This design comes from an exercise in tuning for small area, a short achievable clock period and few clock cycles per item on the open sky130 flow, not from production work. In this exercise RTL edits were held to simulation tests only and were not proved equivalent to the original.

==> flow/design.v (outline; a module is shown in full before it is edited, if it fits) <==
// module btc_enc: 568 lines
// module btc_sq3: 335 lines
// module btc_asum: 467 lines
// module btc_csum: 259 lines
// module btc_third: 257 lines
// module btc_cmp19: 78 lines
// module btc_cmp20: 82 lines
// module btc_cmp23: 94 lines
// module btc_p565: 781 lines
// module btc_q17: 262 lines
// module btc_aoff: 191 lines
module btc_enc (
  input  wire         clk,
  input  wire         rst,         
  input  wire         in_valid,
  output wire         in_ready,
  input  wire [1:0]   in_fmt,      
  input  wire [511:0] in_pixels,   
  output wire         out_valid,
  input  wire         out_ready,
  output wire [127:0] out_block    
);
  // ...
==> flow/run.sh <==
#!/bin/bash
# synth_recipe.tcl (not shown) runs the flow's synth.tcl, then flattens the netlist and writes it again
# the make line also repeats each setting of config.mk as NAME=value (left out here)
make -C /OpenROAD-flow-scripts/flow DESIGN_CONFIG=/design/flow/config.mk WORK_HOME=/design/flow/orfs CLKGATE_MAP_FILE= SYNTH_SCRIPT=/design/flow/synth_recipe.tcl finish
==> flow/config.mk <==
export PLATFORM = sky130hd
export DESIGN_NAME = btc_enc
export DESIGN_NICKNAME = btc_enc
export VERILOG_FILES = /design/flow/design.v
export SDC_FILE = /design/flow/constraint.sdc
export NUM_CORES = 4
export LEC_CHECK = 0
export ABC_CLOCK_PERIOD_IN_PS = 9000
export CAP_MARGIN = 20
export CORE_MARGIN = 2
export CORE_UTILIZATION = 40
export SLEW_MARGIN = 20
==> flow/constraint.sdc <==
create_clock -name core_clock -period 36.0 [get_ports {clk}]
set_input_delay 7.2000 -clock core_clock [delete_from_list [all_inputs] [get_ports {clk}]]
set_output_delay 7.2000 -clock core_clock [all_outputs]
set_load 0.01 [all_outputs]
==> summary.txt, run 1 <==
Status
  • Run status: complete, no violations

Floorplan
  • Initial Utilization: 0.401
  • Die outline height: between 700 and 800 µm

Timing
  • Worst-Margin Slew: roughly 1.3 ns
  • Final Hold Slack: between 0.2 and 0.3 ns
  • Clock skew: 0.0929 ns

Yosys
  • Mapped Cells: between 20000 and 25000
  • Synth Cell Area: 204000 µm²
  • Cell taking the most area after synthesis: fa_1
  • Main combinational cell family by area after synthesis: adder cells
  • Area share of and/or/nand/nor cells after synthesis: 0.123
  • Sequential-to-total area share from yosys stat: 0.266

Global routing
  • GRT Resource Usage Total: 0.301
  • GR Layer Usage met3: 0.0685
  • Total grt overflow: 0

Critical path
  • Reg2reg start: p2c_d[1][58]$_DFF_P_
  • Setup crit start: p2c_d[1][58]$_DFF_P_
  • Slowest stage delay, CP: around 0.75 ns
  • Crit path to: cb_x[21]$_DFFE_PP_

Route
  • M1 WL: between 300000 and 400000 µm
  • Drt wl/cell: about 28 µm
  • Routed vias/inst: roughly 5.7

Placement
  • Port bufs: 647
  • Placed Area: roughly 220000 µm²

Cells and area
  • Top reg by flops: px
  • Largest regs: px (512), p2c_d (304), cpk (256)
  • Layout cell share with drive strength beyond 1: 0.0703

Clocking
  • Clock Latency Late Sink: 1.02 ns
  • Clock-pin slew on the worst setup and hold paths: ~0.060 ns
  • H-tree depth: 4
  • Hold-fix buffers, CTS: 0
  • # resized after CTS: 0
Testbench counts, summed over its fixed seeds: cycles 54,482, items 288.
==> module btc_enc, before the edit <==
module btc_enc (
  input  wire         clk,
  input  wire         rst,         
  input  wire         in_valid,
  output wire         in_ready,
  input  wire [1:0]   in_fmt,      
  input  wire [511:0] in_pixels,   
  output wire         out_valid,
  input  wire         out_ready,
  output wire [127:0] out_block    
);
  function [4:0] ffs_above;
    input [15:0] m;
    input [3:0]  p;
    integer q;
    reg f;
    reg [3:0] x;
    begin
      f = 1'b0; x = 4'd0;
      for (q = 15; q >= 0; q = q - 1)
        if (m[q] && (q > p)) begin f = 1'b1; x = q[3:0]; end
      ffs_above = {f, x};
    end
  endfunction
  function [4:0] ffs;
    input [15:0] m;
    integer q;
    reg f;
    reg [3:0] x;
    begin
      f = 1'b0; x = 4'd0;
      for (q = 15; q >= 0; q = q - 1)
        if (m[q]) begin f = 1'b1; x = q[3:0]; end
      ffs = {f, x};
    end
  endfunction
  localparam S_IDLE = 2'd0, S_RUN = 2'd1, S_OUT = 2'd2, S_OUTW = 2'd3;
  reg  [1:0]   state;
  reg          in_ready_r, out_valid_r;
  reg  [511:0] px;
  reg  [1:0]   fmt;       
  reg  [1:0]   rfmt;      
  wire acc     = in_valid && in_ready_r;
  wire start_n = acc && (state == S_IDLE || out_ready);         
  wire start_p = (state == S_OUTW) && out_ready;                
  wire c_idle, a_idle;
  wire done    = (state == S_RUN) && c_idle && a_idle;
  assign in_ready  = in_ready_r;
  assign out_valid = out_valid_r;
  always @(posedge clk) begin
    if (rst) begin
      state       <= S_IDLE;
      in_ready_r  <= 1'b1;
      out_valid_r <= 1'b0;
    end else begin
      case (state)
        S_IDLE: if (acc) begin
          state <= S_RUN; in_ready_r <= 1'b0;
        end
        S_RUN: if (done) begin
          state <= S_OUT; in_ready_r <= 1'b1; out_valid_r <= 1'b1;
        end
        S_OUT: begin
          if (acc && out_ready) begin
            state <= S_RUN;  in_ready_r <= 1'b0; out_valid_r <= 1'b0;
          end else if (acc) begin
            state <= S_OUTW; in_ready_r <= 1'b0;
          end else if (out_ready) begin
            state <= S_IDLE; out_valid_r <= 1'b0;
          end
        end
        default: if (out_ready) begin    
          state <= S_RUN; out_valid_r <= 1'b0;
        end
      endcase
    end
  end
  always @(posedge clk) begin
    if (acc) begin
      px  <= in_pixels;
      fmt <= in_fmt;
    end
    if (start_n) rfmt <= in_fmt;
    if (start_p) rfmt <= fmt;
  end
  wire is_bc1 = (rfmt == 2'd0);
  wire [15:0] opq, in_opq;    
  genvar gk, gm, gt;
  generate
    for (gk = 0; gk < 16; gk = gk + 1) begin : g_opq
      assign opq[gk]    = |px[32*gk+24 +: 8];
      assign in_opq[gk] = |in_pixels[32*gk+24 +: 8];
    end
  endgenerate
  wire [15:0] inO   = is_bc1 ? opq : 16'hFFFF;    
  wire        punch = is_bc1 && (opq != 16'hFFFF);
  reg        c_run;
  reg [3:0]  ci, cj;
  reg [7:0]  cn;         
  reg [15:0] cdup;
  reg        c_row0;     
  reg [15:0] cvis;       
  reg [15:0] cpk [0:15];
  reg        cq_v;
  reg [3:0]  cq_i, cq_j;
  reg [1:0]  cq_ph;
  reg [7:0]  cq_n;
  reg [22:0] cq_e;
  reg [23:0] cq_x;       
  wire       c_dupj;     
  wire       c_iss = cq_v || (c_run && !c_dupj);
  wire [3:0] s1c_i = cq_v ? cq_i : ci;
  wire [3:0] s1c_j = cq_v ? cq_j : cj;
  wire [15:0] ei, ej;
  btc_p565 u_pi (.p(px[32*s1c_i +: 24]), .c(ei));
  btc_p565 u_pj (.p(px[32*s1c_j +: 24]), .c(ej));
  wire [15:0] cmatch;
  genvar gp;
  generate
    for (gp = 0; gp < 16; gp = gp + 1) begin : g_cmatch
      assign cmatch[gp] = cvis[gp] && (cpk[gp] == ej);
    end
  endgenerate
  assign      c_dupj = c_row0 && (|cmatch);
  wire [15:0] cmask = inO & ~cdup & ~({15'd0, c_dupj} << cj);
  wire [4:0]  c_nj  = ffs_above(cmask, cj);
  wire [4:0]  c_ni  = ffs_above(cmask, ci);
  wire        c_adv = c_run && !cq_v;               
  wire [4:0]  in_i0 = ffs((in_fmt == 2'd0) ? in_opq : 16'hFFFF);
  wire [4:0]  px_i0 = ffs((fmt == 2'd0) ? opq : 16'hFFFF);
  always @(posedge clk) begin
    if (rst) begin
      c_run <= 1'b0;
    end else if (start_n || start_p) begin
      c_run <= start_n ? in_i0[4] : px_i0[4];
      ci    <= start_n ? in_i0[3:0] : px_i0[3:0];
      cj    <= start_n ? in_i0[3:0] : px_i0[3:0];
      cn    <= 8'd0;
      cdup  <= 16'd0;
      cvis  <= 16'd0;
      c_row0 <= 1'b1;
    end else if (c_adv) begin
      cn <= cn + 8'd1;
      if (c_row0) begin
        cvis[cj] <= 1'b1;
        cpk[cj]  <= ej;
      end
      if (c_dupj) cdup[cj] <= 1'b1;
      if (c_nj[4]) begin
        cj <= c_nj[3:0];
      end else if (c_ni[4]) begin
        c_row0 <= 1'b0;
        ci <= c_ni[3:0];
        cj <= c_ni[3:0];
      end else begin
        c_run <= 1'b0;
      end
    end
  end
  wire [15:0] hi = (ei > ej) ? ei : ej;
  wire [15:0] lo = (ei > ej) ? ej : ei;
  wire [15:0] n_c0 = punch ? lo : hi;
  wire [15:0] n_c1 = punch ? hi : lo;
  wire        n_m3 = is_bc1 && (n_c0 <= n_c1);
  wire [7:0] e0r = {n_c0[15:11], n_c0[15:13]}, e0g = {n_c0[10:5], n_c0[10:9]}, e0b = {n_c0[4:0], n_c0[4:2]};
  wire [7:0] e1r = {n_c1[15:11], n_c1[15:13]}, e1g = {n_c1[10:5], n_c1[10:9]}, e1b = {n_c1[4:0], n_c1[4:2]};
  wire [7:0] eir = {ei[15:11], ei[15:13]}, eig = {ei[10:5], ei[10:9]}, eib = {ei[4:0], ei[4:2]};
  wire [7:0] ejr = {ej[15:11], ej[15:13]}, ejg = {ej[10:5], ej[10:9]}, ejb = {ej[4:0], ej[4:2]};
  wire [23:0] t_ij, t_ji;    
  btc_third u_t0 (.a(eir), .b(ejr), .y(t_ij[7:0]));
  btc_third u_t1 (.a(eig), .b(ejg), .y(t_ij[15:8]));
  btc_third u_t2 (.a(eib), .b(ejb), .y(t_ij[23:16]));
  btc_third u_t3 (.a(ejr), .b(eir), .y(t_ji[7:0]));
  btc_third u_t4 (.a(ejg), .b(eig), .y(t_ji[15:8]));
  btc_third u_t5 (.a(ejb), .b(eib), .y(t_ji[23:16]));
  wire        c0_is_i = punch ^ (ei > ej);    
  wire [8:0] hr = {1'b0, e0r} + {1'b0, e1r};
  wire [8:0] hg = {1'b0, e0g} + {1'b0, e1g};
  wire [8:0] hb = {1'b0, e0b} + {1'b0, e1b};
  reg         p1c_v, p1c_m3;
  reg  [3:0]  p1c_i, p1c_j;
  reg  [1:0]  p1c_ph;
  reg  [7:0]  p1c_n;
  reg  [22:0] p1c_e;
  reg  [23:0] p1c_x;
  reg  [15:0] p1c_c0, p1c_c1;
  reg  [23:0] p1c_p0, p1c_p1, p1c_p2, p1c_p3;    
  always @(posedge clk) begin
    if (rst) p1c_v <= 1'b0;
    else     p1c_v <= c_iss;
    p1c_i  <= s1c_i;
    p1c_j  <= s1c_j;
    p1c_ph <= cq_v ? cq_ph : 2'd0;
    p1c_n  <= cq_v ? cq_n  : cn;
    p1c_e  <= cq_v ? cq_e  : 23'd0;
    p1c_x  <= cq_v ? cq_x  : 24'd0;
    p1c_m3 <= n_m3;
    p1c_c0 <= n_c0;
    p1c_c1 <= n_c1;
    p1c_p0 <= {e0b, e0g, e0r};
    p1c_p1 <= {e1b, e1g, e1r};
    if (n_m3) begin
      p1c_p2 <= {hb[8:1], hg[8:1], hr[8:1]};
      p1c_p3 <= 24'd0;
    end else begin
      p1c_p2 <= c0_is_i ? t_ij : t_ji;
      p1c_p3 <= c0_is_i ? t_ji : t_ij;
    end
  end
  wire [127:0] cgrp;
  wire [3:0]   cgo;
  generate
    for (gm = 0; gm < 4; gm = gm + 1) begin : g_cg
      wire [1:0] col = p1c_ph + gm;
      assign cgrp[32*gm +: 32] = px[128*gm + 32*col +: 32];
      assign cgo[gm]           = inO[4*gm + col];
    end
  endgenerate
  wire [75:0]  cd [0:3];    
  generate
    for (gm = 0; gm < 4; gm = gm + 1) begin : g_cpx
      wire [7:0] xr = cgrp[32*gm +: 8];
      wire [7:0] xg = cgrp[32*gm+8 +: 8];
      wire [7:0] xb = cgrp[32*gm+16 +: 8];
      wire [18:0] d0, d1, d2, d3;
      wire [8:0] r0 = {1'b0, xr} - {1'b0, p1c_p0[7:0]}, g0 = {1'b0, xg} - {1'b0, p1c_p0[15:8]}, b0 = {1'b0, xb} - {1'b0, p1c_p0[23:16]};
      wire [8:0] r1 = {1'b0, xr} - {1'b0, p1c_p1[7:0]}, g1 = {1'b0, xg} - {1'b0, p1c_p1[15:8]}, b1 = {1'b0, xb} - {1'b0, p1c_p1[23:16]};
      wire [8:0] r2 = {1'b0, xr} - {1'b0, p1c_p2[7:0]}, g2 = {1'b0, xg} - {1'b0, p1c_p2[15:8]}, b2 = {1'b0, xb} - {1'b0, p1c_p2[23:16]};
      wire [8:0] r3 = {1'b0, xr} - {1'b0, p1c_p3[7:0]}, g3 = {1'b0, xg} - {1'b0, p1c_p3[15:8]}, b3 = {1'b0, xb} - {1'b0, p1c_p3[23:16]};
      btc_sq3 u0 (.dr(r0), .dg(g0), .db(b0), .d(d0));
      btc_sq3 u1 (.dr(r1), .dg(g1), .db(b1), .d(d1));
      btc_sq3 u2 (.dr(r2), .dg(g2), .db(b2), .d(d2));
      btc_sq3 u3 (.dr(r3), .dg(g3), .db(b3), .d(d3));
      assign cd[gm] = {d3, d2, d1, d0};
    end
  endgenerate
  reg         p2c_v;
  reg  [3:0]  p2c_i, p2c_j;
  reg  [1:0]  p2c_ph;
  reg  [7:0]  p2c_n;
  reg  [22:0] p2c_e;
  reg  [23:0] p2c_x;
  reg  [15:0] p2c_c0, p2c_c1;
  reg  [75:0] p2c_d [0:3];
  reg         p2c_m3;
  reg  [3:0]  p2c_go;
  integer k;
  always @(posedge clk) begin
    if (rst) p2c_v <= 1'b0;
    else     p2c_v <= p1c_v;
    p2c_i  <= p1c_i;
    p2c_j  <= p1c_j;
    p2c_ph <= p1c_ph;
    p2c_n  <= p1c_n;
    p2c_e  <= p1c_e;
    p2c_x  <= p1c_x;
    p2c_c0 <= p1c_c0;
    p2c_c1 <= p1c_c1;
    p2c_m3 <= p1c_m3;
    p2c_go <= cgo;
    for (k = 0; k < 4; k = k + 1) p2c_d[k] <= cd[k];
  end
  wire [18:0]  cdmin [0:3];
  wire [7:0]   p2c_s;
  generate
    for (gm = 0; gm < 4; gm = gm + 1) begin : g_csel
      wire [18:0] d0 = p2c_d[gm][18:0],  d1 = p2c_d[gm][37:19];
      wire [18:0] d2 = p2c_d[gm][56:38], d3 = p2c_d[gm][75:57];
      wire        l10, l32, lx, e10, e32, ex;
      btc_cmp19 u_c01 (.a(d1), .b(d0), .lt(l10), .eq(e10));
      btc_cmp19 u_c23 (.a(d3), .b(d2), .lt(l32), .eq(e32));
      wire        s01 = l10;
      wire [18:0] m01 = s01 ? d1 : d0;
      wire        s23 = !p2c_m3 && l32;
      wire [18:0] m23 = s23 ? d3 : d2;
      btc_cmp19 u_cx (.a(m23), .b(m01), .lt(lx), .eq(ex));
      wire        sx  = lx;
      assign cdmin[gm]          = !p2c_go[gm] ? 19'd0 : sx ? m23 : m01;
      assign p2c_s[2*gm +: 2]   = !p2c_go[gm] ? 2'd3  : sx ? {1'b1, s23} : {1'b0, s01};
    end
  endgenerate
  wire [22:0] c_e;
  btc_csum u_csum (.p(p2c_e), .v0(cdmin[0]), .v1(cdmin[1]), .v2(cdmin[2]), .v3(cdmin[3]), .e(c_e));
  wire [31:0] c_x = {p2c_s, p2c_x};    
  wire [31:0] c_xp;                    
  generate
    for (gk = 0; gk < 16; gk = gk + 1) begin : g_cxp
      assign c_xp[2*gk +: 2] = c_x[8*(((gk % 4) - (gk / 4)) & 3) + 2*(gk / 4) +: 2];
    end
  endgenerate
  reg         cb_ok;
  reg  [22:0] cb_e;
  reg  [7:0]  cb_n;
  reg  [15:0] cb_c0, cb_c1;
  reg  [31:0] cb_x;
  wire        c_lt, c_eq;
  btc_cmp23 u_ckeep (.a(c_e), .b(cb_e), .lt(c_lt), .eq(c_eq));
  wire        c_keep = !cb_ok || c_lt || (c_eq && (p2c_n < cb_n));
  always @(posedge clk) begin
    if (rst) begin
      cq_v <= 1'b0;
    end else begin
      if (start_n || start_p) cb_ok <= 1'b0;
      cq_v <= 1'b0;
      if (p2c_v && c_keep) begin
        if (p2c_ph == 2'd3) begin
          cb_ok <= 1'b1;
          cb_e  <= c_e;
          cb_n  <= p2c_n;
          cb_c0 <= p2c_c0;
          cb_c1 <= p2c_c1;
          cb_x  <= c_xp;
        end else begin
          cq_v  <= 1'b1;
          cq_i  <= p2c_i;
          cq_j  <= p2c_j;
          cq_ph <= p2c_ph + 2'd1;
          cq_n  <= p2c_n;
          cq_e  <= c_e;
          cq_x  <= c_x[31:8];
        end
      end
    end
  end
  assign c_idle = !c_run && !cq_v && !p1c_v && !p2c_v;
  reg        a_run;
  reg [3:0]  ai, aj;
  reg [7:0]  an;
  reg [15:0] adup;
  reg        aq_v;
  reg [3:0]  aq_i, aq_j;
  reg [1:0]  aq_ph;
  reg [7:0]  aq_n;
  reg [19:0] aq_e;
  reg [35:0] aq_x;
  reg        a_row0;     
  wire       a_dupj;     
  wire       a_iss = aq_v || (a_run && !a_dupj);
  wire [3:0] s1a_i = aq_v ? aq_i : ai;
  wire [3:0] s1a_j = aq_v ? aq_j : aj;
  wire [7:0]  va0 = px[32*s1a_i+24 +: 8];
  wire [7:0]  va1 = px[32*s1a_j+24 +: 8];
  wire [15:0] amatch;
  generate
    for (gp = 0; gp < 16; gp = gp + 1) begin : g_amatch
      assign amatch[gp] = (gp < aj) && (px[32*gp+24 +: 8] == va1);
    end
  endgenerate
  assign      a_dupj = a_row0 && (|amatch);
  wire [15:0] amask = ~adup & ~({15'd0, a_dupj} << aj);
  wire [4:0]  a_nj  = ffs_above(amask, aj);
  wire [4:0]  a_ni  = ffs_above(amask, ai);
  wire        a_adv = a_run && !aq_v;
  always @(posedge clk) begin
    if (rst) begin
      a_run <= 1'b0;
    end else if (start_n || start_p) begin
      a_run <= start_n ? (in_fmt == 2'd2) : (fmt == 2'd2);
      ai    <= 4'd0;
      aj    <= 4'd0;
      an    <= 8'd0;
      adup  <= 16'd0;
      a_row0 <= 1'b1;
    end else if (a_adv) begin
      if (!a_dupj) an <= an + 8'd1;
      if (a_dupj) adup[aj] <= 1'b1;
      if (a_nj[4]) begin
        aj <= a_nj[3:0];
      end else if (a_ni[4]) begin
        a_row0 <= 1'b0;
        ai <= a_ni[3:0];
        aj <= 4'd0;    
      end else begin
        a_run <= 1'b0;
      end
    end
  end
  wire        a8   = va0 > va1;
  wire [7:0]  amin = a8 ? va1 : va0;
  wire [7:0]  adst = a8 ? (va0 - va1) : (va1 - va0);
  wire [47:0] ao7;
  wire [31:0] ao5;
  wire [6:0]  ae8;
  wire [4:0]  ae6;
  btc_aoff u_aoff (.d(adst), .o7(ao7), .o5(ao5), .e8(ae8), .e6(ae6));
  reg  [7:0] ae [0:7];      
  reg  [2:0] ax [0:7];      
  reg  [6:0] aeq;           
  reg  [2:0] arep [0:7];
  integer q, s;
  reg run;
  always @* begin
    if (a8) begin
      ae[0] = va1;
      for (q = 1; q < 7; q = q + 1) ae[q] = amin + ao7[8*(q-1) +: 8];
      ae[7] = va0;
      aeq = ae8;
      ax[0] = 3'd1; ax[1] = 3'd7; ax[2] = 3'd6; ax[3] = 3'd5;
      ax[4] = 3'd4; ax[5] = 3'd3; ax[6] = 3'd2; ax[7] = 3'd0;
    end else begin
      ae[0] = 8'd0;
      ae[1] = va0;
      for (q = 2; q < 6; q = q + 1) ae[q] = amin + ao5[8*(q-2) +: 8];
      ae[6] = va1;
      ae[7] = 8'd255;
      aeq = {va1 == 8'd255, ae6, va0 == 8'd0};
      ax[0] = 3'd6; ax[1] = 3'd0; ax[2] = 3'd2; ax[3] = 3'd3;
      ax[4] = 3'd4; ax[5] = 3'd5; ax[6] = 3'd1; ax[7] = 3'd7;
    end
    for (q = 0; q < 8; q = q + 1) begin
      arep[q] = ax[q];
      run = 1'b1;
      for (s = q - 1; s >= 0; s = s - 1) begin
        run = run && aeq[s];
        if (run && ax[s] < arep[q]) arep[q] = ax[s];
      end
      run = 1'b1;
      for (s = q + 1; s < 8; s = s + 1) begin
        run = run && aeq[s-1];
        if (run && ax[s] < arep[q]) arep[q] = ax[s];
      end
    end
  end
  reg         p1a_v;
  reg  [3:0]  p1a_i, p1a_j;
  reg  [1:0]  p1a_ph;
  reg  [7:0]  p1a_n;
  reg  [19:0] p1a_e;
  reg  [35:0] p1a_x;
  reg  [7:0]  p1a_a0, p1a_a1;
  reg  [7:0]  p1a_v8 [0:7];
  reg  [2:0]  p1a_rep [0:7];
  always @(posedge clk) begin
    if (rst) p1a_v <= 1'b0;
    else     p1a_v <= a_iss;
    p1a_i  <= s1a_i;
    p1a_j  <= s1a_j;
    p1a_ph <= aq_v ? aq_ph : 2'd0;
    p1a_n  <= aq_v ? aq_n  : an;
    p1a_e  <= aq_v ? aq_e  : 20'd0;
    p1a_x  <= aq_v ? aq_x  : 36'd0;
    p1a_a0 <= va0;
    p1a_a1 <= va1;
    for (q = 0; q < 8; q = q + 1) begin
      p1a_v8[q]  <= ae[q];
      p1a_rep[q] <= arep[q];
    end
  end
  wire [8:0] athr [0:6];    
  wire [6:0] atb;           
  generate
    for (gt = 0; gt < 7; gt = gt + 1) begin : g_thr
      assign athr[gt] = {1'b0, p1a_v8[gt]} + {1'b0, p1a_v8[gt+1]};
      assign atb[gt]  = p1a_rep[gt+1] < p1a_rep[gt];
    end
  endgenerate
  wire [127:0] agrp;
  generate
    for (gm = 0; gm < 4; gm = gm + 1) begin : g_ag
      wire [1:0] col = p1a_ph + gm;
      assign agrp[32*gm +: 32] = px[128*gm + 32*col +: 32];
    end
  endgenerate
  wire [8:0]   adif [0:3];
  wire [2:0]   asel [0:3];
  generate
    for (gm = 0; gm < 4; gm = gm + 1) begin : g_apx
      wire [7:0] v = agrp[32*gm+24 +: 8];
      wire [6:0] up;
      wire [7:0] oh;
      for (gt = 0; gt < 7; gt = gt + 1) begin : g_c
        assign up[gt] = {v, atb[gt]} > athr[gt];
      end
      assign oh[0] = !up[0];
      for (gt = 1; gt < 7; gt = gt + 1) begin : g_oh
        assign oh[gt] = up[gt-1] && !up[gt];
      end
      assign oh[7] = up[6];
      reg [7:0] ev;
      reg [2:0] er;
      integer t;
      always @* begin
        ev = 8'd0; er = 3'd0;
        for (t = 0; t < 8; t = t + 1) begin
          ev = ev | ({8{oh[t]}} & p1a_v8[t]);
          er = er | ({3{oh[t]}} & p1a_rep[t]);
        end
      end
      assign adif[gm] = {1'b0, v} - {1'b0, ev};
      assign asel[gm] = er;
    end
  endgenerate
  reg         p2a_v;
  reg  [3:0]  p2a_i, p2a_j;
  reg  [1:0]  p2a_ph;
  reg  [7:0]  p2a_n;
  reg  [19:0] p2a_e;
  reg  [35:0] p2a_x;
  reg  [7:0]  p2a_a0, p2a_a1;
  reg  [8:0]  p2a_d [0:3];
  reg  [11:0] p2a_s;
  always @(posedge clk) begin
    if (rst) p2a_v <= 1'b0;
    else     p2a_v <= p1a_v;
    p2a_i  <= p1a_i;
    p2a_j  <= p1a_j;
    p2a_ph <= p1a_ph;
    p2a_n  <= p1a_n;
    p2a_e  <= p1a_e;
    p2a_x  <= p1a_x;
    p2a_a0 <= p1a_a0;
    p2a_a1 <= p1a_a1;
    for (k = 0; k < 4; k = k + 1) begin
      p2a_d[k]        <= adif[k];
      p2a_s[3*k +: 3] <= asel[k];
    end
  end
  wire [19:0] a_e;
  btc_asum u_asum (.p(p2a_e), .v0(p2a_d[0]), .v1(p2a_d[1]), .v2(p2a_d[2]), .v3(p2a_d[3]), .e(a_e));
  wire [47:0] a_x = {p2a_s, p2a_x};
  wire [47:0] a_xp;
  generate
    for (gk = 0; gk < 16; gk = gk + 1) begin : g_axp
      assign a_xp[3*gk +: 3] = a_x[12*(((gk % 4) - (gk / 4)) & 3) + 3*(gk / 4) +: 3];
    end
  endgenerate
  reg         ab_ok;
  reg  [19:0] ab_e;
  reg  [7:0]  ab_n;
  reg  [63:0] ab_blk;    
  wire        a_lt, a_eq;
  btc_cmp20 u_akeep (.a(a_e), .b(ab_e), .lt(a_lt), .eq(a_eq));
  wire        a_keep = !ab_ok || a_lt || (a_eq && (p2a_n < ab_n));
  wire [63:0] a4w;
  generate
    for (gk = 0; gk < 16; gk = gk + 1) begin : g_a4
      btc_q17 u_q (.a(px[32*gk+24 +: 8]), .q(a4w[4*gk +: 4]));
    end
  endgenerate
  always @(posedge clk) begin
    if (rst) begin
      aq_v <= 1'b0;
    end else begin
      if (start_n || start_p) ab_ok <= 1'b0;
      aq_v <= 1'b0;
      if (state == S_RUN && rfmt == 2'd1) ab_blk <= a4w;
      if (p2a_v && a_keep) begin
        if (p2a_ph == 2'd3) begin
          ab_ok  <= 1'b1;
          ab_e   <= a_e;
          ab_n   <= p2a_n;
          ab_blk <= {a_xp, p2a_a1, p2a_a0};
        end else begin
          aq_v  <= 1'b1;
          aq_i  <= p2a_i;
          aq_j  <= p2a_j;
          aq_ph <= p2a_ph + 2'd1;
          aq_n  <= p2a_n;
          aq_e  <= a_e;
          aq_x  <= a_x[47:12];
        end
      end
    end
  end
  assign a_idle = !a_run && !aq_v && !p1a_v && !p2a_v;
  wire [63:0] col_blk = cb_ok ? {cb_x, cb_c1, cb_c0} : {32'hFFFF_FFFF, 32'h0000_0000};
  assign out_block = is_bc1 ? {64'd0, col_blk} : {col_blk, ab_blk};
endmodule
==> inputs of run 2 (changes only) <==
--- a/flow/design.v
+++ b/flow/design.v
@@ -77,5 +77,5 @@
   end
   always @(posedge clk) begin
-    if (acc) begin
+    if (in_ready_r) begin
       px  <= in_pixels;
       fmt <= in_fmt;
@@ -85,10 +85,9 @@
   end
   wire is_bc1 = (rfmt == 2'd0);
-  wire [15:0] opq, in_opq;    
+  wire [15:0] opq;    
   genvar gk, gm, gt;
   generate
     for (gk = 0; gk < 16; gk = gk + 1) begin : g_opq
       assign opq[gk]    = |px[32*gk+24 +: 8];
-      assign in_opq[gk] = |in_pixels[32*gk+24 +: 8];
     end
   endgenerate
@@ -127,17 +126,32 @@
   wire [4:0]  c_ni  = ffs_above(cmask, ci);
   wire        c_adv = c_run && !cq_v;               
-  wire [4:0]  in_i0 = ffs((in_fmt == 2'd0) ? in_opq : 16'hFFFF);
-  wire [4:0]  px_i0 = ffs((fmt == 2'd0) ? opq : 16'hFFFF);
+  reg         c_init;
+  wire [4:0]  px_i0 = ffs(opq);
+  wire        c_bc1 = start_n ? (in_fmt == 2'd0) : (fmt == 2'd0);
   always @(posedge clk) begin
     if (rst) begin
-      c_run <= 1'b0;
+      c_run  <= 1'b0;
+      c_init <= 1'b0;
     end else if (start_n || start_p) begin
-      c_run <= start_n ? in_i0[4] : px_i0[4];
-      ci    <= start_n ? in_i0[3:0] : px_i0[3:0];
-      cj    <= start_n ? in_i0[3:0] : px_i0[3:0];
+      c_run  <= !c_bc1;
+      c_init <= c_bc1;
+    end else if (c_init) begin
+      c_run  <= px_i0[4];
+      c_init <= 1'b0;
+    end else if (c_adv && !c_nj[4] && !c_ni[4]) begin
+      c_run  <= 1'b0;
+    end
+  end
+  always @(posedge clk) begin
+    if (start_n || start_p) begin
+      ci    <= 4'd0;
+      cj    <= 4'd0;
       cn    <= 8'd0;
       cdup  <= 16'd0;
       cvis  <= 16'd0;
       c_row0 <= 1'b1;
+    end else if (c_init) begin
+      ci    <= px_i0[3:0];
+      cj    <= px_i0[3:0];
     end else if (c_adv) begin
       cn <= cn + 8'd1;
@@ -153,11 +167,28 @@
         ci <= c_ni[3:0];
         cj <= c_ni[3:0];
-      end else begin
-        c_run <= 1'b0;
       end
     end
   end
-  wire [15:0] hi = (ei > ej) ? ei : ej;
-  wire [15:0] lo = (ei > ej) ? ej : ei;
+  reg         p0c_v;
+  reg  [3:0]  p0c_i, p0c_j;
+  reg  [1:0]  p0c_ph;
+  reg  [7:0]  p0c_n;
+  reg  [22:0] p0c_e;
+  reg  [23:0] p0c_x;
+  reg  [15:0] fi, fj;    
+  always @(posedge clk) begin
+    if (rst) p0c_v <= 1'b0;
+    else     p0c_v <= c_iss;
+    p0c_i  <= s1c_i;
+    p0c_j  <= s1c_j;
+    p0c_ph <= cq_v ? cq_ph : 2'd0;
+    p0c_n  <= cq_v ? cq_n  : cn;
+    p0c_e  <= cq_v ? cq_e  : 23'd0;
+    p0c_x  <= cq_v ? cq_x  : 24'd0;
+    fi     <= ei;
+    fj     <= ej;
+  end
+  wire [15:0] hi = (fi > fj) ? fi : fj;
+  wire [15:0] lo = (fi > fj) ? fj : fi;
   wire [15:0] n_c0 = punch ? lo : hi;
   wire [15:0] n_c1 = punch ? hi : lo;
@@ -165,6 +196,6 @@
   wire [7:0] e0r = {n_c0[15:11], n_c0[15:13]}, e0g = {n_c0[10:5], n_c0[10:9]}, e0b = {n_c0[4:0], n_c0[4:2]};
   wire [7:0] e1r = {n_c1[15:11], n_c1[15:13]}, e1g = {n_c1[10:5], n_c1[10:9]}, e1b = {n_c1[4:0], n_c1[4:2]};
-  wire [7:0] eir = {ei[15:11], ei[15:13]}, eig = {ei[10:5], ei[10:9]}, eib = {ei[4:0], ei[4:2]};
-  wire [7:0] ejr = {ej[15:11], ej[15:13]}, ejg = {ej[10:5], ej[10:9]}, ejb = {ej[4:0], ej[4:2]};
+  wire [7:0] eir = {fi[15:11], fi[15:13]}, eig = {fi[10:5], fi[10:9]}, eib = {fi[4:0], fi[4:2]};
+  wire [7:0] ejr = {fj[15:11], fj[15:13]}, ejg = {fj[10:5], fj[10:9]}, ejb = {fj[4:0], fj[4:2]};
   wire [23:0] t_ij, t_ji;    
   btc_third u_t0 (.a(eir), .b(ejr), .y(t_ij[7:0]));
@@ -174,5 +205,5 @@
   btc_third u_t4 (.a(ejg), .b(eig), .y(t_ji[15:8]));
   btc_third u_t5 (.a(ejb), .b(eib), .y(t_ji[23:16]));
-  wire        c0_is_i = punch ^ (ei > ej);    
+  wire        c0_is_i = punch ^ (fi > fj);    
   wire [8:0] hr = {1'b0, e0r} + {1'b0, e1r};
   wire [8:0] hg = {1'b0, e0g} + {1'b0, e1g};
@@ -188,11 +219,11 @@
   always @(posedge clk) begin
     if (rst) p1c_v <= 1'b0;
-    else     p1c_v <= c_iss;
-    p1c_i  <= s1c_i;
-    p1c_j  <= s1c_j;
-    p1c_ph <= cq_v ? cq_ph : 2'd0;
-    p1c_n  <= cq_v ? cq_n  : cn;
-    p1c_e  <= cq_v ? cq_e  : 23'd0;
-    p1c_x  <= cq_v ? cq_x  : 24'd0;
+    else     p1c_v <= p0c_v;
+    p1c_i  <= p0c_i;
+    p1c_j  <= p0c_j;
+    p1c_ph <= p0c_ph;
+    p1c_n  <= p0c_n;
+    p1c_e  <= p0c_e;
+    p1c_x  <= p0c_x;
     p1c_m3 <= n_m3;
     p1c_c0 <= n_c0;
@@ -282,9 +313,27 @@
   wire [22:0] c_e;
   btc_csum u_csum (.p(p2c_e), .v0(cdmin[0]), .v1(cdmin[1]), .v2(cdmin[2]), .v3(cdmin[3]), .e(c_e));
-  wire [31:0] c_x = {p2c_s, p2c_x};    
-  wire [31:0] c_xp;                    
+  reg         p3c_v;
+  reg  [3:0]  p3c_i, p3c_j;
+  reg  [1:0]  p3c_ph;
+  reg  [7:0]  p3c_n;
+  reg  [22:0] p3c_e;
+  reg  [31:0] p3c_x;     
+  reg  [15:0] p3c_c0, p3c_c1;
+  always @(posedge clk) begin
+    if (rst) p3c_v <= 1'b0;
+    else     p3c_v <= p2c_v;
+    p3c_i  <= p2c_i;
+    p3c_j  <= p2c_j;
+    p3c_ph <= p2c_ph;
+    p3c_n  <= p2c_n;
+    p3c_e  <= c_e;
+    p3c_x  <= {p2c_s, p2c_x};
+    p3c_c0 <= p2c_c0;
+    p3c_c1 <= p2c_c1;
+  end
+  wire [31:0] c_xp;      
   generate
     for (gk = 0; gk < 16; gk = gk + 1) begin : g_cxp
-      assign c_xp[2*gk +: 2] = c_x[8*(((gk % 4) - (gk / 4)) & 3) + 2*(gk / 4) +: 2];
+      assign c_xp[2*gk +: 2] = p3c_x[8*(((gk % 4) - (gk / 4)) & 3) + 2*(gk / 4) +: 2];
     end
   endgenerate
@@ -295,33 +344,26 @@
   reg  [31:0] cb_x;
   wire        c_lt, c_eq;
-  btc_cmp23 u_ckeep (.a(c_e), .b(cb_e), .lt(c_lt), .eq(c_eq));
-  wire        c_keep = !cb_ok || c_lt || (c_eq && (p2c_n < cb_n));
+  btc_cmp23 u_ckeep (.a(p3c_e), .b(cb_e), .lt(c_lt), .eq(c_eq));
+  wire        c_keep = !cb_ok || c_lt || (c_eq && (p3c_n < cb_n));
   always @(posedge clk) begin
-    if (rst) begin
-      cq_v <= 1'b0;
-    end else begin
-      if (start_n || start_p) cb_ok <= 1'b0;
-      cq_v <= 1'b0;
-      if (p2c_v && c_keep) begin
-        if (p2c_ph == 2'd3) begin
-          cb_ok <= 1'b1;
-          cb_e  <= c_e;
-          cb_n  <= p2c_n;
-          cb_c0 <= p2c_c0;
-          cb_c1 <= p2c_c1;
-          cb_x  <= c_xp;
-        end else begin
-          cq_v  <= 1'b1;
-          cq_i  <= p2c_i;
-          cq_j  <= p2c_j;
-          cq_ph <= p2c_ph + 2'd1;
-          cq_n  <= p2c_n;
-          cq_e  <= c_e;
-          cq_x  <= c_x[31:8];
-        end
-      end
+    if (rst) cq_v <= 1'b0;
+    else     cq_v <= p3c_v && c_keep && (p3c_ph != 2'd3);
+    cq_i  <= p3c_i;
+    cq_j  <= p3c_j;
+    cq_ph <= p3c_ph + 2'd1;
+    cq_n  <= p3c_n;
+    cq_e  <= p3c_e;
+    cq_x  <= p3c_x[31:8];
+    if (start_n || start_p) cb_ok <= 1'b0;
+    if (p3c_v && c_keep && (p3c_ph == 2'd3)) begin
+      cb_ok <= 1'b1;
+      cb_e  <= p3c_e;
+      cb_n  <= p3c_n;
+      cb_c0 <= p3c_c0;
+      cb_c1 <= p3c_c1;
+      cb_x  <= c_xp;
     end
   end
-  assign c_idle = !c_run && !cq_v && !p1c_v && !p2c_v;
+  assign c_idle = !c_run && !c_init && !cq_v && !p0c_v && !p1c_v && !p2c_v && !p3c_v;
   reg        a_run;
   reg [3:0]  ai, aj;
@@ -353,8 +395,13 @@
   wire        a_adv = a_run && !aq_v;
   always @(posedge clk) begin
-    if (rst) begin
+    if (rst)
       a_run <= 1'b0;
-    end else if (start_n || start_p) begin
+    else if (start_n || start_p)
       a_run <= start_n ? (in_fmt == 2'd2) : (fmt == 2'd2);
+    else if (a_adv && !a_nj[4] && !a_ni[4])
+      a_run <= 1'b0;
+  end
+  always @(posedge clk) begin
+    if (start_n || start_p) begin
       ai    <= 4'd0;
       aj    <= 4'd0;
@@ -371,12 +418,29 @@
         ai <= a_ni[3:0];
         aj <= 4'd0;    
-      end else begin
-        a_run <= 1'b0;
       end
     end
   end
-  wire        a8   = va0 > va1;
-  wire [7:0]  amin = a8 ? va1 : va0;
-  wire [7:0]  adst = a8 ? (va0 - va1) : (va1 - va0);
+  reg         p0a_v;
+  reg  [3:0]  p0a_i, p0a_j;
+  reg  [1:0]  p0a_ph;
+  reg  [7:0]  p0a_n;
+  reg  [19:0] p0a_e;
+  reg  [35:0] p0a_x;
+  reg  [7:0]  ga0, ga1;    
+  always @(posedge clk) begin
+    if (rst) p0a_v <= 1'b0;
+    else     p0a_v <= a_iss;
+    p0a_i  <= s1a_i;
+    p0a_j  <= s1a_j;
+    p0a_ph <= aq_v ? aq_ph : 2'd0;
+    p0a_n  <= aq_v ? aq_n  : an;
+    p0a_e  <= aq_v ? aq_e  : 20'd0;
+    p0a_x  <= aq_v ? aq_x  : 36'd0;
+    ga0    <= va0;
+    ga1    <= va1;
+  end
+  wire        a8   = ga0 > ga1;
+  wire [7:0]  amin = a8 ? ga1 : ga0;
+  wire [7:0]  adst = a8 ? (ga0 - ga1) : (ga1 - ga0);
   wire [47:0] ao7;
   wire [31:0] ao5;
@@ -392,7 +456,7 @@
   always @* begin
     if (a8) begin
-      ae[0] = va1;
+      ae[0] = ga1;
       for (q = 1; q < 7; q = q + 1) ae[q] = amin + ao7[8*(q-1) +: 8];
-      ae[7] = va0;
+      ae[7] = ga0;
       aeq = ae8;
       ax[0] = 3'd1; ax[1] = 3'd7; ax[2] = 3'd6; ax[3] = 3'd5;
@@ -400,9 +464,9 @@
     end else begin
       ae[0] = 8'd0;
-      ae[1] = va0;
+      ae[1] = ga0;
       for (q = 2; q < 6; q = q + 1) ae[q] = amin + ao5[8*(q-2) +: 8];
-      ae[6] = va1;
+      ae[6] = ga1;
       ae[7] = 8'd255;
-      aeq = {va1 == 8'd255, ae6, va0 == 8'd0};
+      aeq = {ga1 == 8'd255, ae6, ga0 == 8'd0};
       ax[0] = 3'd6; ax[1] = 3'd0; ax[2] = 3'd2; ax[3] = 3'd3;
       ax[4] = 3'd4; ax[5] = 3'd5; ax[6] = 3'd1; ax[7] = 3'd7;
@@ -433,13 +497,13 @@
   always @(posedge clk) begin
     if (rst) p1a_v <= 1'b0;
-    else     p1a_v <= a_iss;
-    p1a_i  <= s1a_i;
-    p1a_j  <= s1a_j;
-    p1a_ph <= aq_v ? aq_ph : 2'd0;
-    p1a_n  <= aq_v ? aq_n  : an;
-    p1a_e  <= aq_v ? aq_e  : 20'd0;
-    p1a_x  <= aq_v ? aq_x  : 36'd0;
-    p1a_a0 <= va0;
-    p1a_a1 <= va1;
+    else     p1a_v <= p0a_v;
+    p1a_i  <= p0a_i;
+    p1a_j  <= p0a_j;
+    p1a_ph <= p0a_ph;
+    p1a_n  <= p0a_n;
+    p1a_e  <= p0a_e;
+    p1a_x  <= p0a_x;
+    p1a_a0 <= ga0;
+    p1a_a1 <= ga1;
     for (q = 0; q < 8; q = q + 1) begin
       p1a_v8[q]  <= ae[q];
@@ -518,9 +582,27 @@
   wire [19:0] a_e;
   btc_asum u_asum (.p(p2a_e), .v0(p2a_d[0]), .v1(p2a_d[1]), .v2(p2a_d[2]), .v3(p2a_d[3]), .e(a_e));
-  wire [47:0] a_x = {p2a_s, p2a_x};
+  reg         p3a_v;
+  reg  [3:0]  p3a_i, p3a_j;
+  reg  [1:0]  p3a_ph;
+  reg  [7:0]  p3a_n;
+  reg  [19:0] p3a_e;
+  reg  [47:0] p3a_x;
+  reg  [7:0]  p3a_a0, p3a_a1;
+  always @(posedge clk) begin
+    if (rst) p3a_v <= 1'b0;
+    else     p3a_v <= p2a_v;
+    p3a_i  <= p2a_i;
+    p3a_j  <= p2a_j;
+    p3a_ph <= p2a_ph;
+    p3a_n  <= p2a_n;
+    p3a_e  <= a_e;
+    p3a_x  <= {p2a_s, p2a_x};
+    p3a_a0 <= p2a_a0;
+    p3a_a1 <= p2a_a1;
+  end
   wire [47:0] a_xp;
   generate
     for (gk = 0; gk < 16; gk = gk + 1) begin : g_axp
-      assign a_xp[3*gk +: 3] = a_x[12*(((gk % 4) - (gk / 4)) & 3) + 3*(gk / 4) +: 3];
+      assign a_xp[3*gk +: 3] = p3a_x[12*(((gk % 4) - (gk / 4)) & 3) + 3*(gk / 4) +: 3];
     end
   endgenerate
@@ -530,38 +612,37 @@
   reg  [63:0] ab_blk;    
   wire        a_lt, a_eq;
-  btc_cmp20 u_akeep (.a(a_e), .b(ab_e), .lt(a_lt), .eq(a_eq));
-  wire        a_keep = !ab_ok || a_lt || (a_eq && (p2a_n < ab_n));
-  wire [63:0] a4w;
+  btc_cmp20 u_akeep (.a(p3a_e), .b(ab_e), .lt(a_lt), .eq(a_eq));
+  wire        a_keep = !ab_ok || a_lt || (a_eq && (p3a_n < ab_n));
+  reg  [1:0]  a4r;
+  wire [15:0] a4w;
+  wire [127:0] a4row = px[128*a4r +: 128];
   generate
-    for (gk = 0; gk < 16; gk = gk + 1) begin : g_a4
-      btc_q17 u_q (.a(px[32*gk+24 +: 8]), .q(a4w[4*gk +: 4]));
+    for (gk = 0; gk < 4; gk = gk + 1) begin : g_a4
+      btc_q17 u_q (.a(a4row[32*gk+24 +: 8]), .q(a4w[4*gk +: 4]));
     end
   endgenerate
   always @(posedge clk) begin
-    if (rst) begin
-      aq_v <= 1'b0;
-    end else begin
-      if (start_n || start_p) ab_ok <= 1'b0;
-      aq_v <= 1'b0;
-      if (state == S_RUN && rfmt == 2'd1) ab_blk <= a4w;
-      if (p2a_v && a_keep) begin
-        if (p2a_ph == 2'd3) begin
-          ab_ok  <= 1'b1;
-          ab_e   <= a_e;
-          ab_n   <= p2a_n;
-          ab_blk <= {a_xp, p2a_a1, p2a_a0};
-        end else begin
-          aq_v  <= 1'b1;
-          aq_i  <= p2a_i;
-          aq_j  <= p2a_j;
-          aq_ph <= p2a_ph + 2'd1;
-          aq_n  <= p2a_n;
-          aq_e  <= a_e;
-          aq_x  <= a_x[47:12];
-        end
-      end
+    if (start_n || start_p) a4r <= 2'd0;
+    else                    a4r <= a4r + 2'd1;
+  end
+  always @(posedge clk) begin
+    if (rst) aq_v <= 1'b0;
+    else     aq_v <= p3a_v && a_keep && (p3a_ph != 2'd3);
+    aq_i  <= p3a_i;
+    aq_j  <= p3a_j;
+    aq_ph <= p3a_ph + 2'd1;
+    aq_n  <= p3a_n;
+    aq_e  <= p3a_e;
+    aq_x  <= p3a_x[47:12];
+    if (start_n || start_p) ab_ok <= 1'b0;
+    if (state == S_RUN && rfmt == 2'd1) ab_blk[16*a4r +: 16] <= a4w;
+    if (p3a_v && a_keep && (p3a_ph == 2'd3)) begin
+      ab_ok  <= 1'b1;
+      ab_e   <= p3a_e;
+      ab_n   <= p3a_n;
+      ab_blk <= {a_xp, p3a_a1, p3a_a0};
     end
   end
-  assign a_idle = !a_run && !aq_v && !p1a_v && !p2a_v;
+  assign a_idle = !a_run && !aq_v && !p0a_v && !p1a_v && !p2a_v && !p3a_v;
   wire [63:0] col_blk = cb_ok ? {cb_x, cb_c1, cb_c0} : {32'hFFFF_FFFF, 32'h0000_0000};
   assign out_block = is_bc1 ? {64'd0, col_blk} : {col_blk, ab_blk};
--- a/flow/config.mk
+++ b/flow/config.mk
@@ -9,4 +9,4 @@
 export CAP_MARGIN = 20
 export CORE_MARGIN = 2
-export CORE_UTILIZATION = 40
+export CORE_UTILIZATION = 30
 export SLEW_MARGIN = 20
==> run 2 against run 1 <==
First-iteration DRC count rose by 1.2%. Final cell count rose by 10%. Via count rose by 1.7%. Cell area rose by 3.7%. Critical path depth fell by 15. Wire length rose by 9.3%. Die area rose by 36%. Synthesized cell count rose by 1.6%. Sequential share of layout area rose by 1.1 points. Global-route usage fell by 6.0 points.
==> summary.txt, run 2 <==
Floorplan
  • Core area: a little under 700000 µm²
  • Die Area: about 700000 µm²
  • Num ports: 648
  • Die outline height: 837 µm (+16%)
  • Cell Rows: between 300 and 400
  • Initial Utilization: 0.301 (-0.100)
  • Die X: between 800 and 900 µm

Route
  • Overall routed net length: about 870000 µm
  • DR pass1 iterations: 10
  • Number of vias in the routed layout: roughly 170k
  • DRC Markers: 0
  • Drt wl/cell: 27.8 µm (-0.78%)
  • DRT iter0 DRCs: 17800
  • Post-route ant nets: 0
  • Routed vias/inst: 5.29 (-7.7%)

Timing
  • Fin crit period: ~13 ns
  • Setup WS post-layout: approximately 23 ns
  • RSZ-0062 raised after global routing: no
  • Final setup TNS: 0 ns
  • Clock skew: 0.127 ns (+0.0343 ns)
  • Worst-Margin Slew: 1.28 ns (+0.00409 ns)
  • Slew Limit Fails: 0
  • Final Hold Slack: 0.293 ns (+0.0318 ns)
  • Max Fclk: a little under 80 MHz
  • Hold Violations, Final: 0
  • Crit share post-route: 0.355
  • Max-slew headroom: 0.147
  • Final setup fails: 0

Cells and area
  • Layout cell share with drive strength beyond 1: 0.0720 (+0.00171)
  • Layout net count: about 26000
  • Largest register FFs: ~510
  • Core Util, Final: 0.343
  • Area Growth Syn to Fin: 13.9%
  • Area occupied by multi-input gates: between 100000 and 150000 µm²
  • Largest regs: px (512), p2c_d (304), cpk (256)
  • Post-route cell area: between 200000 and 250000 µm²
  • Most frequent cells in the layout: 2880 x inv_1, 1950 x fa_1, 1844 x nand2_1
  • FF+latch area: between 50000 and 60000 µm²
  • Top reg by flops: px
  • Post-layout instance count excluding filler cells: around 31000
  • Most common cell after layout, fill and taps aside: inv_1
  • Fill cells: roughly 70000

Placement
  • Port bufs: 647 (unchanged)
  • GPL Wtd Cong: about 1.0
  • Post-DP HPWL: 702000 µm
  • Post-Place Setup Slack: 23.36 ns
  • Placed Instances: slightly above 30000
  • Placed Area: 227000 µm² (+3.0%)

Yosys
  • YS warnings: 17
  • Synth top area share: 0.188
  • Post-Syn Nets: ~25000
  • Synth Cell Area: 208000 µm² (+1.8%)
  • Cell taking the most area after synthesis: fa_1
  • Sequential-to-total area share from yosys stat: 0.283 (+0.0171)
  • Avg Cell Area, Syn: between 9 and 10 µm²
  • Number of synthesized register bits: around 2500
  • Synth top area cells: fa_1 19%, dfxtp_1 14%, edfxtp_1 14%
  • Mapped Cells: 21200 (+1.6%)
  • Most numerous cell in the Yosys netlist: inv_1
  • Post-synth top flop: dfxtp_1
  • Number of synthesized flops with an enable pin: approximately 960
  • Commonest cells post-synth: 2890 x inv_1, 1950 x fa_1, 1845 x nand2_1
  • Unique cell type count in the Yosys netlist: 144
  • FFs w/ async S/R, synth: 0

Worst hold path
  • Worst min-delay path category: flip-flop to flip-flop

Critical path
  • Crit path DAT: roughly 14 ns
  • Crit path kind: flip-flop to flip-flop
  • Most used cell, CP: a21o_1
  • Critical-path maximum fanout: 39
  • Worst setup EP type: flip-flop
  • CP max-delay cell: or4_1
  • Slowest stage delay, CP: 0.68 ns (-0.07 ns)
  • Crit start category: flip-flop
  • Required time worst endpoint: 36.86 ns

Clocking
  • Clock tree root driver cell: clkbuf_16
  • # resized after CTS: 0 (unchanged)
  • Clock-pin slew on the worst setup and hold paths: 0.06 ns (about the same)
  • Hold-fix buffers, CTS: 0 (unchanged)
  • Clock Latency Late Sink: 1.02 ns (about the same)
  • Clock Path Buffers: 4
  • CTS tree: done
  • Inserted Clock Buffers: about 290
  • # Post-CTS Setup Buffers: 0
  • Clock sink count: 2461
  • H-tree depth: 5 (+1)

Status
  • Run status: complete, no violations

Global routing
  • Largest net degree at the start of global routing: 165
  • GRT Resource Usage Total: 0.241 (-0.0599)
  • Initial antenna violation count: 140
  • Total grt overflow: 0 (unchanged)
  • First-pass GRT wire length: around 1200000 µm
  • Vias in the first global route: ~160k

Flow run
  • Max-cap violations: 0
## run 2: cell types whose count changed after synthesis, moves of 64 or more
cell / previous run / this run
dfxtp_1: 944 / 1502
edfxtp_1: 1180 / 959
mux2i_1: 462 / 255
mux2_2: 216 / 71
nand2_1: 1722 / 1845
xnor2_1: 1078 / 1011
inv_1: 2826 / 2890
## run 2: path summary, 6_finish.rpt
kind                                           start                end  slack, ns  cells after the start
worst min-delay path                p2a_n[0]$_DFF_P_   p3a_n[0]$_DFF_P_       0.29                      0
worst max-delay path            p2c_d[1][58]$_DFF_P_  p3c_e[22]$_DFF_P_      23.21                     52
worst max register to register  p2c_d[1][58]$_DFF_P_  p3c_e[22]$_DFF_P_      23.21                     52
worst min register to register      p2a_n[0]$_DFF_P_   p3a_n[0]$_DFF_P_       0.29                      0
## run 2: final cells by class
type / count / share of cell area
multi-input cells: 15200 / 0.574
flip-flops and latches: 2461 / 0.249
well taps: 9210 / 0.0486
inverters: 2912 / 0.0462
repair buffers: 1050 / 0.0405
clock buffers: 373 / 0.0341
clock inverters: 161 / 0.00747
diodes: 85 / 0.000898
## run 2: metal layers
layer,share of wire,up-vias,GRT usage
met1,0.41,83100,0.317
li1,-,73200,-
met3,0.091,1772,0.0525
met2,0.42,8057,0.360
met5,0.00028,-,0
met4,0.077,36,0.152
## run 2: critical path, delay by kind of cell, from the launching register on
family | cells | cell delay [ns]
adder cells (fa/ha/maj) | 7 | 2.65
XOR/XNOR | 1 | 0.14
AND/OR/NAND/NOR | 6 | 1.44
flip-flops | 1 | 0.31
AO/OA/AOI/OAI | 35 | 7.35
buffers and inverters | 3 | 0.73
## run 2: kinds of logic after synthesis
| group | synth area share |
|---|---|
| and+or+nand+nor | 0.124 |
| AOI/OAI and AO/OA | 0.122 |
| adders and majority gates | 0.288 |
| buffers and inverters | 0.0670 |
| DFF | 0.283 |
| xor gates and xnor gates | 0.0614 |
| muxes | 0.0550 |
| other | 0.0000180 |
Testbench counts of run 2, summed over its fixed seeds: cycles 55,957, items 288.
==> inputs of run 3 (changes only) <==
--- a/flow/design.v
+++ b/flow/design.v
@@ -177,4 +177,16 @@
   reg  [23:0] p0c_x;
   reg  [15:0] fi, fj;    
+  reg  [95:0] p0c_g;     
+  reg  [3:0]  p0c_go;    
+  wire [1:0]  s0c_ph = cq_v ? cq_ph : 2'd0;
+  wire [95:0] s0c_g;
+  wire [3:0]  s0c_go;
+  generate
+    for (gm = 0; gm < 4; gm = gm + 1) begin : g_cg
+      wire [1:0] col = s0c_ph + gm;
+      assign s0c_g[24*gm +: 24] = px[128*gm + 32*col +: 24];
+      assign s0c_go[gm]         = inO[4*gm + col];
+    end
+  endgenerate
   always @(posedge clk) begin
     if (rst) p0c_v <= 1'b0;
@@ -182,5 +194,7 @@
     p0c_i  <= s1c_i;
     p0c_j  <= s1c_j;
-    p0c_ph <= cq_v ? cq_ph : 2'd0;
+    p0c_ph <= s0c_ph;
+    p0c_g  <= s0c_g;
+    p0c_go <= s0c_go;
     p0c_n  <= cq_v ? cq_n  : cn;
     p0c_e  <= cq_v ? cq_e  : 23'd0;
@@ -217,4 +231,6 @@
   reg  [15:0] p1c_c0, p1c_c1;
   reg  [23:0] p1c_p0, p1c_p1, p1c_p2, p1c_p3;    
+  reg  [95:0] p1c_g;
+  reg  [3:0]  p1c_go;
   always @(posedge clk) begin
     if (rst) p1c_v <= 1'b0;
@@ -223,4 +239,6 @@
     p1c_j  <= p0c_j;
     p1c_ph <= p0c_ph;
+    p1c_g  <= p0c_g;
+    p1c_go <= p0c_go;
     p1c_n  <= p0c_n;
     p1c_e  <= p0c_e;
@@ -239,19 +257,12 @@
     end
   end
-  wire [127:0] cgrp;
-  wire [3:0]   cgo;
-  generate
-    for (gm = 0; gm < 4; gm = gm + 1) begin : g_cg
-      wire [1:0] col = p1c_ph + gm;
-      assign cgrp[32*gm +: 32] = px[128*gm + 32*col +: 32];
-      assign cgo[gm]           = inO[4*gm + col];
-    end
-  endgenerate
+  wire [95:0]  cgrp = p1c_g;
+  wire [3:0]   cgo  = p1c_go;
   wire [75:0]  cd [0:3];    
   generate
     for (gm = 0; gm < 4; gm = gm + 1) begin : g_cpx
-      wire [7:0] xr = cgrp[32*gm +: 8];
-      wire [7:0] xg = cgrp[32*gm+8 +: 8];
-      wire [7:0] xb = cgrp[32*gm+16 +: 8];
+      wire [7:0] xr = cgrp[24*gm +: 8];
+      wire [7:0] xg = cgrp[24*gm+8 +: 8];
+      wire [7:0] xb = cgrp[24*gm+16 +: 8];
       wire [18:0] d0, d1, d2, d3;
       wire [8:0] r0 = {1'b0, xr} - {1'b0, p1c_p0[7:0]}, g0 = {1'b0, xg} - {1'b0, p1c_p0[15:8]}, b0 = {1'b0, xb} - {1'b0, p1c_p0[23:16]};
@@ -298,15 +309,19 @@
       wire [18:0] d0 = p2c_d[gm][18:0],  d1 = p2c_d[gm][37:19];
       wire [18:0] d2 = p2c_d[gm][56:38], d3 = p2c_d[gm][75:57];
-      wire        l10, l32, lx, e10, e32, ex;
-      btc_cmp19 u_c01 (.a(d1), .b(d0), .lt(l10), .eq(e10));
-      btc_cmp19 u_c23 (.a(d3), .b(d2), .lt(l32), .eq(e32));
-      wire        s01 = l10;
-      wire [18:0] m01 = s01 ? d1 : d0;
-      wire        s23 = !p2c_m3 && l32;
-      wire [18:0] m23 = s23 ? d3 : d2;
-      btc_cmp19 u_cx (.a(m23), .b(m01), .lt(lx), .eq(ex));
-      wire        sx  = lx;
-      assign cdmin[gm]          = !p2c_go[gm] ? 19'd0 : sx ? m23 : m01;
-      assign p2c_s[2*gm +: 2]   = !p2c_go[gm] ? 2'd3  : sx ? {1'b1, s23} : {1'b0, s01};
+      wire l10, l20, l30, l21, l31, l32, e10, e20, e30, e21, e31, e32;
+      btc_cmp19 u_c10 (.a(d1), .b(d0), .lt(l10), .eq(e10));
+      btc_cmp19 u_c20 (.a(d2), .b(d0), .lt(l20), .eq(e20));
+      btc_cmp19 u_c30 (.a(d3), .b(d0), .lt(l30), .eq(e30));
+      btc_cmp19 u_c21 (.a(d2), .b(d1), .lt(l21), .eq(e21));
+      btc_cmp19 u_c31 (.a(d3), .b(d1), .lt(l31), .eq(e31));
+      btc_cmp19 u_c32 (.a(d3), .b(d2), .lt(l32), .eq(e32));
+      wire m3 = p2c_m3;
+      wire w1 = l10 && !l21 && (m3 || !l31);
+      wire w2 = l20 && l21 && (m3 || !l32);
+      wire w3 = !m3 && l30 && l31 && l32;
+      wire w0 = !w1 && !w2 && !w3;
+      wire [18:0] dm = ({19{w0}} & d0) | ({19{w1}} & d1) | ({19{w2}} & d2) | ({19{w3}} & d3);
+      assign cdmin[gm]          = p2c_go[gm] ? dm : 19'd0;
+      assign p2c_s[2*gm +: 2]   = !p2c_go[gm] ? 2'd3 : {w2 || w3, w1 || w3};
     end
   endgenerate
==> run 3 against run 2 <==
Still clean on timing, DRC and antenna. Cell area rose by 2.8%. Clock skew down 0.0081 ns. Critical endpoint is now cj[3]$_SDFFE_PN0P_. Count of clock-buffer cells in the layout is 11 higher. Wire length is 3.2% higher. Non-clock buffer count is 12 higher. Largest cell class unchanged. Core utilization increased by 0.064 points. Via count up 2.7%.
==> summary.txt, run 3 <==
Placement
  • Post-DP HPWL: 719000 µm (+2.3%)
  • Port bufs: 647 (unchanged)
  • GPL Wtd Cong: 1.04 (+1.5%)

Global routing
  • Total grt overflow: 0 (unchanged)
  • Vias in the first global route: 167000 (+2.6%)
  • First-pass GRT wire length: 1260000 µm (+3.2%)
  • GRT Resource Usage Total: 0.243 (+0.00204)
  • Initial antenna violation count: 188 (+34%)
  • Largest net degree at the start of global routing: 139 (-16%)

Cells and area
  • FF+latch area: 62900 µm² (+6.8%)
  • Area Growth Syn to Fin: 14.1%
  • Largest regs: px (512), p2c_d (304), cpk (256)
  • Layout cell share with drive strength beyond 1: 0.0598 (-0.0122)
  • Largest register FFs: 512 (unchanged)
  • Layout net count: 26800 (+3.0%)
  • Fill cells: 71700 (+2.8%)
  • Area occupied by multi-input gates: 137000 µm² (+0.90%)
  • Top reg by flops: px
  • Most frequent cells in the layout: 2995 x inv_1, 1950 x fa_1, 1855 x ha_1
  • Most common cell after layout, fill and taps aside: inv_1

Clocking
  • CTS tree: done
  • # resized after CTS: 0 (unchanged)
  • Clock Path Buffers: 4 (unchanged)
  • # Post-CTS Setup Buffers: 0 (unchanged)
  • Clock Latency Late Sink: 1.11 ns (+0.09 ns)
  • Clock sink count: 2661 (+8.1%)
  • Hold-fix buffers, CTS: 0 (unchanged)
  • Inserted Clock Buffers: 303 (+4.1%)
  • Clock tree root driver cell: clkbuf_16
  • H-tree depth: 5 (unchanged)
  • Clock-pin slew on the worst setup and hold paths: 0.07 ns (about the same)

Floorplan
  • Cell Rows: 309 (+1.3%)
  • Core area: 709000 µm² (+2.7%)
  • Initial Utilization: 0.301 (about the same)
  • Die X: 848 µm (+1.3%)
  • Die outline height: 848 µm (+1.3%)
  • Die Area: 718000 µm² (+2.6%)
  • Num ports: 648 (unchanged)

Timing
  • Worst-Margin Slew: 1.29 ns (+0.00876 ns)
  • Final setup TNS: 0 ns (unchanged)
  • Slew Limit Fails: 0 (unchanged)
  • Clock skew: 0.119 ns (-0.00805 ns)
  • RSZ-0062 raised after global routing: no
  • Max Fclk: 92.5 MHz (+18%)
  • Fin crit period: 10.81 ns (-1.97 ns)
  • Hold Violations, Final: 0 (unchanged)
  • Max-slew headroom: 0.142 (-0.00490)
  • Final setup fails: 0 (unchanged)
  • Crit share post-route: 0.300 (-0.0548)
  • Final Hold Slack: 0.297 ns (+0.00424 ns)

Critical path
  • Crit path kind: flip-flop to flip-flop
  • Worst setup EP type: flip-flop
  • CP max-delay cell: mux4_2
  • Most used cell, CP: buf_4
  • Worst reg2reg path depth: 29 (-44%)
  • Required time worst endpoint: 36.95 ns (+0.09 ns)
  • Critical-path maximum fanout: 32 (-18%)
  • Crit start category: flip-flop
  • Slowest stage delay, CP: 0.74 ns (+0.06 ns)
  • Crit path DAT: 11.77 ns (-1.88 ns)

Yosys
  • Number of synthesized flops with an enable pin: 959 (unchanged)
  • FFs w/ async S/R, synth: 0 (unchanged)
  • Sequential-to-total area share from yosys stat: 0.294 (+0.0115)
  • Post-Syn Nets: 26100 (+3.0%)
  • Most numerous cell in the Yosys netlist: inv_1
  • Mapped Cells: 21800 (+2.6%)
  • Commonest cells post-synth: 3009 x inv_1, 1950 x fa_1, 1855 x ha_1
  • Number of synthesized register bits: 2661 (+8.1%)
  • YS warnings: 17 (unchanged)
  • Avg Cell Area, Syn: 9.80 µm² (about the same)
  • Unique cell type count in the Yosys netlist: 106 (-26%)
  • Synth top area share: 0.183 (-0.00481)
  • Synth top area cells: fa_1 18%, dfxtp_1 16%, edfxtp_1 13%
  • Synth Cell Area: 214000 µm² (+2.6%)
  • Cell taking the most area after synthesis: fa_1
  • Post-synth top flop: dfxtp_1

Route
  • Routed vias/inst: 5.27 (-0.31%)
  • DR pass1 iterations: 7 (-3)
  • Number of vias in the routed layout: 171000 (+2.7%)
  • DRT iter0 DRCs: 18900 (+5.8%)
  • Overall routed net length: 900000 µm (+3.2%)
  • Drt wl/cell: 27.8 µm (+0.22%)
  • Post-route ant nets: 0 (unchanged)
  • DRC Markers: 0 (unchanged)

Flow run
  • Max-cap violations: 0 (unchanged)

Status
  • Run status: complete, no violations

Worst hold path
  • Worst min-delay path category: flip-flop to flip-flop
  • Hold Path Depth: 0 (unchanged)
[run 3: path summary, 6_finish.rpt]
kind | startpoint | to | slack (ns)
hold / removal | p2a_x[14]$_DFF_P_ | p3a_x[14]$_DFF_P_ | 0.30
setup reg to reg | cq_v$_SDFF_PP0_ | cj[3]$_SDFFE_PN0P_ | 25.19
setup / recovery | cq_v$_SDFF_PP0_ | cj[3]$_SDFFE_PN0P_ | 25.19
hold reg to reg | p2a_x[14]$_DFF_P_ | p3a_x[14]$_DFF_P_ | 0.30
[run 3: cell families after synthesis]
| kind of cell | after synthesis | share of synthesized area |
|---|---|---|
| XOR/XNOR | 1463 | 0.0600 |
| flip-flops | 2661 | 0.294 |
| AND/OR/NAND/NOR | 5456 | 0.118 |
| AO/OA/AOI/OAI | 4180 | 0.131 |
| multiplexers | 472 | 0.0374 |
| adder cells (fa/ha/maj) | 3830 | 0.293 |
| buffers and inverters | 3726 | 0.0661 |
| other | 1 | 0.0000176 |
[run 3: worst max-delay path, delay by kind of cell (launching register included)]
kind	cells	cell delay, ns
compound gates	9	2.37
fa+ha+maj	1	0.31
buf+inv	8	2.90
flops	1	0.71
mux	2	1.16
simple gates	9	2.95
[run 3: through the flow]
step	instance area, µm²	util	instances	worst slack, ns
2_1_floorplan	214000	-	21800	17.11
5_1_grt	244000	0.344	32300	24.62
3_5_place_dp	233000	0.329	31600	25.36
6_report	244000	0.344	32400	25.19
3_3_place_gp	233000	0.329	31600	25.10
4_1_cts	243000	0.343	32200	25.22
[run 3: layout make-up]
cell class,count,area share
multi-input cells,15400,0.563
flip-flops and latches,2661,0.258
well taps,9485,0.0487
inverters,3022,0.0466
repair buffers,1062,0.0396
clock buffers,384,0.0338
clock inverters,178,0.00870
diodes,170,0.00175
[run 3: routing by layer]
metal / GRT usage / up-vias / share of wire
met1: 0.319 / 85300 / 0.41
met2: 0.362 / 8280 / 0.43
met4: 0.151 / 46 / 0.072
li1: - / 75300 / -
met3: 0.0547 / 1719 / 0.090
met5: 0 / - / 0.00032
Testbench counts of run 3, summed over its fixed seeds: cycles 55,957, items 288.

## separate check: timing with driven ports
The results above use ideal ports. As a check the final layouts listed here were re-extracted and re-timed, cells and wires unchanged.
Step 1 assumes that a clkbuf_16 drives the clock port and a buf_2 every other input.
Step 2 also shifts input and output timing later by t, the mid clock arrival at the registers, as if the neighbouring blocks saw the same clock.
Three values: ideal ports, drivers, drivers and shift; two values: the first two.
run | t, ns | slack for setup (ns) | worst slew at a driven data input, ns
run 1 | 1.092 | 20.193 / 20.193 / 20.193 | 0.21
run 2 | 1.085 | 23.214 / 23.214 / 23.214 | 0.39
run 3 | 1.163 | 25.185 / 25.128 / 25.185 | 0.40
After both steps setup and hold are still met in every run listed.
